Background: an optimization exercise with open tools, aiming at small area, a short achievable clock period and few clock cycles per item. Do not read the settings as production practice.
The RTL was checked by simulation tests, not by an equivalence proof against the original design.
Power and IR drop assume default switching activity.

<file path="config.mk">
export PLATFORM = sky130hd
export DESIGN_NAME = mc10_fsk_runs
export DESIGN_NICKNAME = mc10_fsk_runs
export VERILOG_FILES = /design/flow/design.v
export SDC_FILE = /design/flow/constraint.sdc
export NUM_CORES = 4
export LEC_CHECK = 0
export CAP_MARGIN = 20
export CORE_MARGIN = 2
export CORE_UTILIZATION = 40
export SLEW_MARGIN = 20
</file>
<file path="constraint.sdc">
create_clock -name core_clock -period 12.0 [get_ports {clk}]
set_input_delay 2.4000 -clock core_clock [delete_from_list [all_inputs] [get_ports {clk}]]
set_output_delay 2.4000 -clock core_clock [all_outputs]
set_load 0.01 [all_outputs]
</file>
<file path="design.v">
module mc10_fsk_runs (
    input  wire        clk,
    input  wire        rst,
    input  wire        in_valid,
    input  wire [15:0] in_sample,
    input  wire        in_last,
    output wire        in_ready,
    output reg         run_valid,
    output wire [19:0] run_len,
    output reg         done_valid,
    output reg         done_trunc,
    output wire [19:0] done_trunc_idx,
    output wire [19:0] done_count,
    output wire        done_nosig
);
    localparam integer FD  = 64;      
    localparam integer FAW = 6;
    localparam [3:0] S_SCAN  = 4'd0,
                     S_HIGH  = 4'd1,
                     S_LOW   = 4'd2,
                     S_TSTART= 4'd3,
                     S_ROT   = 4'd4,
                     S_BCALC = 4'd5,
                     S_TRUNC = 4'd6,
                     S_DONE  = 4'd7,
                     S_D0    = 4'd8,
                     S_D1    = 4'd9,
                     S_D2    = 4'd10,
                     S_D3    = 4'd11,
                     S_D4    = 4'd12,
                     S_D5    = 4'd13;
    reg [16:0]    fmem [0:FD-1];
    reg [FAW-1:0] fhead, ftail;
    reg [FAW:0]   fcnt;
    reg           in_ready_r;
    assign in_ready = in_ready_r;
    wire push = in_valid & in_ready_r;
    always @(posedge clk) begin
        if (push)
            fmem[ftail] <= {in_last, in_sample};
    end
    reg [3:0]  state;
    reg        ret_low;           
    reg [3:0]  lv;                
    reg [15:0] ls0, ls1, ls2, ls3;    
    reg [19:0] lx0, lx1, lx2, lx3;    
    reg        ll0, ll1, ll2, ll3;    
    reg [60*16-1:0] tv;           
    reg signed [22:0] A;
    reg signed [22:0] B;
    reg signed [21:0] R;
    reg        bvalid;
    reg        exact;
    reg [19:0] idx;
    reg [19:0] run;
    reg [19:0] count;
    reg [5:0]  skip;              
    reg [5:0]  age;               
    reg [5:0]  since;             
    reg [5:0]  nvt;               
    reg [5:0]  scnt;
    reg [5:0]  wn;
    reg [5:0]  rem;
    reg signed [15:0] fmax, fmin, gmax, gmin;
    reg        nosig_r;
    assign run_len        = run;
    assign done_trunc_idx = run;
    assign done_count     = count;
    assign done_nosig     = nosig_r;
    wire [15:0] t59 = tv[59*16 +: 16];
    wire signed [22:0] m0 = {lx0[19], lx0, 2'b00};
    wire signed [22:0] m1 = {lx1[19], lx1, 2'b00};
    wire signed [22:0] m2 = {lx2[19], lx2, 2'b00};
    wire signed [22:0] m3 = {lx3[19], lx3, 2'b00};
    wire signed [22:0] Rx = {R[21], R};
    wire ex1 = ~ll0;
    wire ex2 = ex1 & ~ll1;
    wire ex3 = ex2 & ~ll2;
    wire anyA = (m0 > A) | (ex1 & (m1 > A)) | (ex2 & (m2 > A)) | (ex3 & (m3 > A));
    wire anyR = (m0 > Rx) | (ex1 & (m1 > Rx)) | (ex2 & (m2 > Rx)) | (ex3 & (m3 > Rx));
    wire have_la = lv[0] & (ll0 | (lv[1] & (ll1 | (lv[2] & (ll2 | lv[3])))));
    wire ltA   = m0 < A;
    wire ltB   = m0 < B;
    wire bsure = ltA | (exact & ltB);
    wire nbel  = bvalid & ~ltB;
    wire since_full = (since == 6'd60);
    wire anyN  = since_full ? anyR : anyA;
    reg [3:0] nstate;
    reg adv_h, adv_l, adv_f, tnew, rot, rot_inc, report, fin_norm, anchor_ev;
    reg scan_acc;
    wire [5:0] scnt_m4 = scnt - 6'd4;
    wire scan_fifo = (state == S_SCAN) & (scnt >= 6'd4);
    wire [FAW-1:0] rd_addr = fhead + (scan_fifo ? scnt_m4[FAW-1:0] : {FAW{1'b0}});
    wire [16:0] rd = fmem[rd_addr];
    reg [15:0] sc_s;
    reg        sc_l;
    reg        sc_av;
    always @(*) begin
        case (scnt[1:0])
            2'd0: begin sc_s = ls0; sc_l = ll0; end
            2'd1: begin sc_s = ls1; sc_l = ll1; end
            2'd2: begin sc_s = ls2; sc_l = ll2; end
            default: begin sc_s = ls3; sc_l = ll3; end
        endcase
        sc_av = lv[scnt[1:0]];
        if (scnt >= 6'd4) begin
            sc_s  = rd[15:0];
            sc_l  = rd[16];
            sc_av = lv[3] & ({1'b0, fcnt} > {1'b0, scnt_m4});
        end
    end
    always @(*) begin
        nstate    = state;
        adv_h     = 1'b0;
        adv_l     = 1'b0;
        adv_f     = 1'b0;
        tnew      = 1'b0;
        rot       = 1'b0;
        rot_inc   = 1'b0;
        report    = 1'b0;
        fin_norm  = 1'b0;
        anchor_ev = 1'b0;
        scan_acc  = 1'b0;
        case (state)
            S_HIGH: begin
                if (have_la) begin
                    if (anyA) begin
                        adv_h = 1'b1;
                        if (ll0) nstate = S_TRUNC;
                    end else begin
                        report = (run != 20'd0);
                        if (ll0 && run != 20'd0) begin
                            nstate = S_LOW;
                        end else if (bsure) begin
                            adv_l = 1'b1;
                            if (ll0) begin fin_norm = 1'b1; nstate = S_DONE; end
                            else nstate = S_LOW;
                        end else if (nbel) begin
                            if (run == 20'd0) begin
                                adv_f = 1'b1;
                                if (ll0) begin fin_norm = 1'b1; nstate = S_DONE; end
                                else nstate = S_TSTART;
                            end else begin
                                nstate = S_TSTART;
                            end
                        end else begin
                            nstate = S_LOW;
                        end
                    end
                end
            end
            S_LOW: begin
                if (lv[0]) begin
                    if (bsure) begin
                        adv_l = 1'b1;
                        if (ll0) begin fin_norm = 1'b1; nstate = S_DONE; end
                    end else if (nbel) begin
                        if (skip == 6'd0 && run == 20'd0) begin
                            adv_f = 1'b1;
                            if (ll0) begin fin_norm = 1'b1; nstate = S_DONE; end
                            else nstate = S_TSTART;
                        end else if (skip == 6'd61) begin
                            anchor_ev = 1'b1;
                            nstate = S_SCAN;
                        end else begin
                            tnew = 1'b1;
                            nstate = S_HIGH;
                            if (have_la && anyN) begin
                                adv_h = 1'b1;
                                if (ll0) nstate = S_TRUNC;
                            end
                        end
                    end else if (bvalid) begin
                        nstate = (age == 6'd60) ? S_BCALC : S_ROT;
                    end
                end
            end
            S_TSTART: begin
                tnew = 1'b1;
                nstate = S_HIGH;
                if (have_la && anyN) begin
                    adv_h = 1'b1;
                    if (ll0) nstate = S_TRUNC;
                end
            end
            S_ROT: begin
                rot = 1'b1;
                rot_inc = ({1'b0, scnt} + {1'b0, age}) <= 7'd59;
                if (scnt == 6'd59) nstate = S_BCALC;
            end
            S_BCALC: begin
                nstate = ret_low ? S_LOW : S_HIGH;
            end
            S_TRUNC: begin
                nstate = S_DONE;
            end
            S_DONE: begin
                nstate = S_SCAN;
            end
            S_SCAN: begin
                if (sc_av) begin
                    scan_acc = 1'b1;
                    if (sc_l || scnt == 6'd59)
                        nstate = (scnt == 6'd59) ? S_BCALC : S_D0;
                end
            end
            S_D0: nstate = S_D1;
            S_D1: if (scnt == 6'd22) nstate = S_D2;
            S_D2: nstate = S_D3;
            S_D3: if (scnt == 6'd22) nstate = S_D4;
            S_D4: if (scnt == 6'd59) nstate = S_D5;
            S_D5: nstate = S_BCALC;
            default: nstate = S_DONE;
        endcase
    end
    wire adv = adv_h | adv_l | adv_f;
    wire        f_reset = tnew | anchor_ev | (state == S_DONE);
    wire signed [15:0] fmax_b = f_reset ? 16'sh8000 : fmax;
    wire signed [15:0] fmin_b = f_reset ? 16'sh7fff : fmin;
    wire signed [15:0] f_in   = (state == S_SCAN) ? sc_s : t59;
    wire        f_inc  = scan_acc | rot_inc | (adv & (tnew | (age != 6'd60)));
    wire signed [15:0] s0 = ls0;
    wire signed [16:0] fspan = {fmax[15], fmax} - {fmin[15], fmin};
    wire signed [16:0] gspan = {gmax[15], gmax} - {gmin[15], gmin};
    wire [16:0] span_sel = (state == S_BCALC) ? fspan : gspan;
    wire signed [22:0] span10 = {2'b00, span_sel, 3'b000} + {4'b0000, span_sel, 1'b0};
    wire signed [22:0] b_new  = A + span10 + {22'd0, (state == S_BCALC) & (rem != 6'd0)};
    wire [6:0] rem_sh = {rem, A[22]};
    wire       dge    = rem_sh >= {1'b0, wn};
    wire [6:0] rem_d  = dge ? (rem_sh - {1'b0, wn}) : rem_sh;
    wire [11:0] rem60 = {rem, 6'd0} - {4'd0, rem, 2'd0};
    wire        t_en = adv | rot;
    wire [15:0] t_in = rot ? t59 : ls0;
    wire [3:0] lv_s = adv ? {1'b0, lv[3:1]} : lv;
    wire       fne  = (fcnt != 0);
    wire [3:0] fsel;
    assign fsel[0] = fne & ~lv_s[0];
    assign fsel[1] = fne & ~lv_s[1] & lv_s[0];
    assign fsel[2] = fne & ~lv_s[2] & lv_s[1];
    assign fsel[3] = fne & ~lv_s[3] & lv_s[2];
    wire       pop  = |fsel;
    wire [15:0] rs  = rd[15:0];
    wire [19:0] rx  = {rs, 4'd0} - {{4{rs[15]}}, rs};
    always @(posedge clk) begin
        if (rst) begin
            state      <= S_DONE;
            fhead      <= {FAW{1'b0}};
            ftail      <= {FAW{1'b0}};
            fcnt       <= {(FAW+1){1'b0}};
            in_ready_r <= 1'b0;
            lv         <= 4'd0;
            run_valid  <= 1'b0;
            done_valid <= 1'b0;
            done_trunc <= 1'b0;
            nosig_r    <= 1'b0;
            bvalid     <= 1'b0;
            exact      <= 1'b0;
            ret_low    <= 1'b0;
        end else begin
            state <= nstate;
            if (push) ftail <= ftail + 1'b1;
            if (pop)  fhead <= fhead + 1'b1;
            fcnt <= fcnt + {{FAW{1'b0}}, push} - {{FAW{1'b0}}, pop};
            in_ready_r <= ({1'b0, fcnt} + {{(FAW+1){1'b0}}, push}) < FD;
            lv <= lv_s | fsel;
            run_valid  <= report;
            done_valid <= fin_norm | (state == S_TRUNC);
            done_trunc <= (state == S_TRUNC);
            if (fin_norm | (state == S_TRUNC))
                nosig_r <= fin_norm & (count == 20'd0);
            if (tnew & since_full) begin
                bvalid <= 1'b0;
                exact  <= 1'b0;
            end else if (state == S_BCALC) begin
                bvalid <= 1'b1;
                exact  <= 1'b1;
            end else if (!bvalid) begin
                bvalid <= 1'b1;
            end
            if (state == S_ROT && scnt == 6'd59)
                ret_low <= 1'b1;
            else if (state == S_LOW && nstate == S_BCALC)
                ret_low <= 1'b1;
            else if (state == S_SCAN || state == S_D5)
                ret_low <= 1'b0;
        end
        if (fsel[0]) begin ls0 <= rs; lx0 <= rx; ll0 <= rd[16]; end
        else if (adv) begin ls0 <= ls1; lx0 <= lx1; ll0 <= ll1; end
        if (fsel[1]) begin ls1 <= rs; lx1 <= rx; ll1 <= rd[16]; end
        else if (adv) begin ls1 <= ls2; lx1 <= lx2; ll1 <= ll2; end
        if (fsel[2]) begin ls2 <= rs; lx2 <= rx; ll2 <= rd[16]; end
        else if (adv) begin ls2 <= ls3; lx2 <= lx3; ll2 <= ll3; end
        if (fsel[3]) begin ls3 <= rs; lx3 <= rx; ll3 <= rd[16]; end
        if (t_en) tv <= {tv[58*16+15:0], t_in};
        if (rst || state == S_DONE)
            R <= 22'sd0;
        else if (adv)
            R <= R + {{6{s0[15]}}, s0} - ((nvt == 6'd60) ? {{6{t59[15]}}, t59} : 22'sd0);
        if (rst || state == S_DONE) nvt <= 6'd0;
        else if (adv && nvt != 6'd60) nvt <= nvt + 6'd1;
        if (rst || state == S_DONE || anchor_ev) since <= 6'd0;
        else if (adv && !since_full) since <= since + 6'd1;
        if (rst || state == S_DONE) idx <= 20'd0;
        else if (adv) idx <= idx + 20'd1;
        if (rst || state == S_DONE) count <= 20'd0;
        else if (report) count <= count + 20'd1;
        if (rst || state == S_DONE || anchor_ev) begin
            gmax <= 16'sh8000;
            gmin <= 16'sh7fff;
        end else if (adv) begin
            if (s0 > gmax) gmax <= s0;
            if (s0 < gmin) gmin <= s0;
        end
        if (f_inc) begin
            fmax <= (f_in > fmax_b) ? f_in : fmax_b;
            fmin <= (f_in < fmin_b) ? f_in : fmin_b;
        end else begin
            fmax <= fmax_b;
            fmin <= fmin_b;
        end
        if (state == S_TRUNC)
            run <= idx - run;
        else if (tnew || anchor_ev || state == S_DONE)
            run <= adv_h ? 20'd1 : 20'd0;
        else if (adv_h)
            run <= run + 20'd1;
        if (tnew || anchor_ev || state == S_DONE)
            skip <= 6'd0;
        else if (adv_l && skip != 6'd61)
            skip <= skip + 6'd1;
        if (tnew)
            age <= adv ? 6'd1 : 6'd0;
        else if (adv && age != 6'd60)
            age <= age + 6'd1;
        if (state == S_DONE || anchor_ev || (state == S_LOW && nstate == S_ROT) ||
            state == S_D0 || state == S_D2 || (state == S_D3 && nstate == S_D4))
            scnt <= 6'd0;
        else if ((state == S_SCAN && scan_acc) || state == S_ROT ||
                 state == S_D1 || state == S_D3 || state == S_D4)
            scnt <= scnt + 6'd1;
        if (state == S_SCAN && scan_acc)
            wn <= scnt + 6'd1;
        case (state)
            S_SCAN:  if (scan_acc) A <= A + {{7{sc_s[15]}}, sc_s};
            S_D0:    A <= A + {2'b00, wn, 15'd0};
            S_D1:    A <= {A[21:0], dge};
            S_D2:    A <= {11'd0, rem60};
            S_D3:    A <= {A[21:0], dge};
            S_D4:    A <= A + B;
            S_D5:    A <= A - 23'sd1966080;
            S_DONE:  A <= 23'sd0;
            default: if (tnew && since_full) A <= Rx;
                     else if (anchor_ev) A <= 23'sd0;
        endcase
        if (state == S_D2)
            B <= A;
        else if (state == S_BCALC || (!bvalid && !(state == S_D3 || state == S_D4 || state == S_D5)))
            B <= b_new;
        if (state == S_DONE || anchor_ev || state == S_D0 || state == S_D2)
            rem <= 6'd0;
        else if (state == S_D1 || state == S_D3)
            rem <= rem_d[5:0];
    end
endmodule
</file>
<file path="run.sh">
#!/bin/bash
# synth_recipe.tcl (not shown) runs the flow's synth.tcl, then flattens the netlist and writes it again
# the make line also repeats each setting of config.mk as NAME=value (left out here)
make -C /OpenROAD-flow-scripts/flow DESIGN_CONFIG=/design/flow/config.mk WORK_HOME=/design/flow/orfs CLKGATE_MAP_FILE= SYNTH_SCRIPT=/design/flow/synth_recipe.tcl finish
</file>
==> flow_metrics.tcl <==
set metrics [dict create \
    status "finished clean" \
    grt_setup_unrepaired "no" \
    numCtsBuffers 270 \
    wirelength_um 248200 \
    io_pins 85 \
    critPathMaxStageDelay_ps 1290 \
    clock_skews_ps 48.81 \
    report.final.setup_viol 0 \
    cells_on_worst_hold_path 0 \
    yosysSeqAreaShare 0.6808 \
    powerDensity_nw_per_um2 282.8 \
    final_period_minus_worst_setup_slack_ps 9473 \
    fp.dieH_um 518.2 \
    die-width_um 518.2 \
    grt_pass1_vias 57470 \
    detailedRoute.firstIterationViolations 6043 \
    postSynthAreaPerCell_um2 16.12 \
    dpl.hpwl_um 157800 \
    cp_top_family "compound AO/OA/AOI/OAI gates" \
    gr-total-overflow 0 \
    final_slew_violations 0 \
    cts_resized 0 \
    min_period_over_period 0.7894 \
    cts_hold_repair.buffers 0 \
    via_per_inst 5.450 \
    crit-reg2reg-capture "A[21]" \
    postSynthCellCount 6561 \
    wl_per_cell_um 23.52 \
    cts.path.max_buffers 4 \
    critical_path_class "flip-flop to flip-flop" \
    synth.distinct_cells 103 \
    timing.slew.headroom 0.2482 \
    timing.hold.worst.class "flip-flop to flip-flop" \
    die_area_um2 268500 \
    cts.repair_timing.setup_buffer_count 0 \
    r2r_slack_ps 2530 \
    worst_ep_arrival_time_ps 9990 \
    finalSetupTns_ps 0 \
    ant_nets 0 \
    floorplan.initialDensity 0.4025 \
    clock_tree.root_cell "sky130_fd_sc_hd__clkbuf_16" \
    num-nets-final 7364 \
    worst-slew-pin-transition_ps 1128 \
    portBuffers 84 \
    yosys_warnings 1 \
    max_cap_violations 0 \
    synth_seq_cells 2461 \
    fin_cells 10550 \
    worstHoldEndpoint "tv[921]" \
    dr_total_vias 57510 \
    synth_nets 7104 \
    max_fo_critical_path 36 \
    routed.top_layer "met5" \
    mappedNetlistArea_um2 105700 \
    crit_reg_reg_startpoint "scnt[2]" \
    grt_usage 0.1809 \
    largest_net_degree_at_the_start_of_global_routing 205 \
    std_cell_rows 188 \
    layout-drive-gt1-share 0.1475 \
    remaining_drc_errors 0 \
    crit_buf_inv 5 \
    tritoncts "yes" \
    leakagePower_nw 41.66 \
    met2_length_um 116800 \
    wire_length_of_the_first_global_routing_pass_um 368600 \
    antenna_found_initial 6 \
    crit_path_end_kind "flip-flop" \
    clkSlewWorstSetupHoldPaths_ps 60 \
    gp_routability_congestion 0.8935 \
    place.detailed.instances 10060 \
    async_flop_share 0 \
    worst_ep_required_time_ps 12520 \
    reg2reg_depth 30 \
    maxClockFrequency_mhz 105.6 \
    met3_wirelength_um 14060 \
    critical_path_top_delay_cell "sky130_fd_sc_hd__fa_4" \
    min-delay-start "tv[905]" \
    floorplan.core_area_um2 262700 \
    insertion_delay_ps 840 \
    h-tree-depth 5 \
    tritoncts_num_sinks 2461 \
    hold_vio_cnt_final 0 \
    postSynth.topFlopCell "sky130_fd_sc_hd__edfxtp_1" \
    drt-met1-wl_um 109900 \
    synth_edf_count 2270 \
    syn2layout_area_growth_pct 13.18 \
    drtPass1Iterations 6 \
    worstSetupStartpointType "flip-flop" \
    vdd_ir_drop_max_mv 0.2423 \
]
final cells by class:
class	count	area (um^2)
well taps	3515	4398
diodes	7	17.52
inverters	356	1336
clock buffers	351	7355
fillers	22420	143100
flip-flops and latches	2461	71990
repair buffers	223	1972
multi-input cells	3509	31330
clock inverters	130	1277
worst max path at each step:
stage               cells after the start  startpoint  endpoint  slack [ps]
finish                                 30     scnt[2]     A[21]        2530
CTS                                    27     scnt[2]     A[21]        2530
global placement                       28     scnt[1]     A[21]        2740
floorplan                              16       A[22]     tv[0]         960
global route                           29     scnt[2]     A[21]        2000
detailed placement                     27     scnt[2]     A[21]        2580
where the power goes:
| group | internal, W | switching (W) | leakage [nW] | total, W |
|---|---|---|---|---|
| logic | 0.00479 | 0.00732 | 15.1 | 0.0121 |
| clock network | 0.00483 | 0.00331 | 4.21 | 0.00813 |
| registers | 0.0125 | 0.00112 | 22.3 | 0.0136 |
stage by stage:
| stage | power [W] | utilization | worst slack [ps] | area (um^2) | hold WS [ps] |
|---|---|---|---|---|---|
| 2_1_floorplan | 0.02249 | - | 962.4 | 105800 | 400.3 |
| 3_3_place_gp | 0.02552 | 0.4223 | 2742 | 110900 | 401.1 |
| 3_5_place_dp | 0.02578 | 0.4224 | 2581 | 111000 | 404.5 |
| 4_1_cts | 0.03405 | 0.4553 | 2529 | 119600 | 395.2 |
| 5_1_grt | 0.03577 | 0.4554 | 2002 | 119700 | 390.6 |
| 6_report | 0.03385 | 0.4555 | 2527 | 119700 | 394.6 |
cell usage after synthesis, types with 50 or more instances:
cell                       count  area (um^2)
sky130_fd_sc_hd__edfxtp_1   2270        68170
sky130_fd_sc_hd__ha_1        476         5956
sky130_fd_sc_hd__nor2_1      451         1693
sky130_fd_sc_hd__inv_1       354         1329
sky130_fd_sc_hd__mux4_2      337         7590
sky130_fd_sc_hd__nand2_1     284         1066
sky130_fd_sc_hd__a21oi_1     278         1391
sky130_fd_sc_hd__o21ai_0     195        975.9
sky130_fd_sc_hd__dfxtp_1     191         3824
sky130_fd_sc_hd__xnor2_1     129         1130
sky130_fd_sc_hd__clkbuf_1    121        454.2
sky130_fd_sc_hd__nand3_1     106        530.5
sky130_fd_sc_hd__xor2_1       99        867.1
sky130_fd_sc_hd__mux2i_1      80        800.8
sky130_fd_sc_hd__a21o_1       79        593.1
sky130_fd_sc_hd__nand4_1      76        475.5
sky130_fd_sc_hd__nor3_1       72        360.4
sky130_fd_sc_hd__nor2b_1      60        375.4
sky130_fd_sc_hd__mux2_2       56        630.6
sky130_fd_sc_hd__and3_1       50        312.8
sky130_fd_sc_hd__mux2_4       50        750.7
layer usage:
| metal | up-vias | GRT usage |
|---|---|---|
| li1 | 25930 | - |
| met1 | 29450 | 0.2535 |
| met2 | 1719 | 0.2932 |
| met3 | 408 | 0.02560 |
| met4 | 4 | 0.05394 |
| met5 | - | 0 |
flip-flops by register name, summed over array words and instances, names as in the netlist, 7 cells and up:
signal / flops
run: 20
lx0: 19
gmax: 16
fmin: 16
ls0: 16
R: 22
idx: 20
count: 20
B: 23
lx3: 19
lx2: 19
tv: 960
fmem: 1088
A: 23
fmax: 16
lx1: 19
fcnt: 7
gmin: 16
ls2: 16
ls3: 16
ls1: 16
cell usage in the layout, fill, tap and decap left out, types with 105 or more instances in the layout:
master,netlist,routed
sky130_fd_sc_hd__a21oi_1,278,277
sky130_fd_sc_hd__buf_4,47,138
sky130_fd_sc_hd__clkbuf_16,0,281
sky130_fd_sc_hd__dfxtp_1,191,191
sky130_fd_sc_hd__edfxtp_1,2270,2270
sky130_fd_sc_hd__ha_1,476,475
sky130_fd_sc_hd__inv_1,354,354
sky130_fd_sc_hd__mux4_2,337,337
sky130_fd_sc_hd__nand2_1,284,284
sky130_fd_sc_hd__nand3_1,106,105
sky130_fd_sc_hd__nor2_1,451,445
sky130_fd_sc_hd__o21ai_0,195,195
sky130_fd_sc_hd__xnor2_1,129,129
logic make-up (layout without fill, tap and decap cells):
kind of cell	Yosys count	after routing	synth area share
mux	536	536	0.09401
xor+xnor	233	233	0.01976
fa+ha+maj	524	524	0.06531
simple gates	1303	1303	0.05887
other cells	0	7	0
flops	2461	2461	0.6808
buf+inv	591	1060	0.02449
compound gates	913	913	0.05677
Testbench counts, summed over its fixed seeds: cycles 239,215, samples 234,355.

port drivers added, routing unchanged:
Ports are ideal in the flow. The routed layout listed here was re-timed in OpenROAD.
Step 1 (the two cells are an assumption about what drives the block):
set clk [get_ports {clk}]
set_driving_cell -lib_cell sky130_fd_sc_hd__clkbuf_16 $clk
set_driving_cell -lib_cell sky130_fd_sc_hd__buf_2 [delete_from_list [all_inputs] $clk]
Step 2 adds t to the input delays and takes it off the output delays; t is the mean of the earliest and latest rising clock arrival at the registers after step 1. Input paths then give back, and output paths get back, about the clock's delay inside the block.
Three values: ideal ports, drivers, drivers and shift; two values: the first two.
t (ns): 0.911
setup WS [ns]: 2.527 / 2.527 / 2.527
worst setup path at the end: register to register
After both steps setup and hold are still met in this run. The setup slack of this run moves by 0.000 ns with the drivers and by 0.000 ns with both steps.
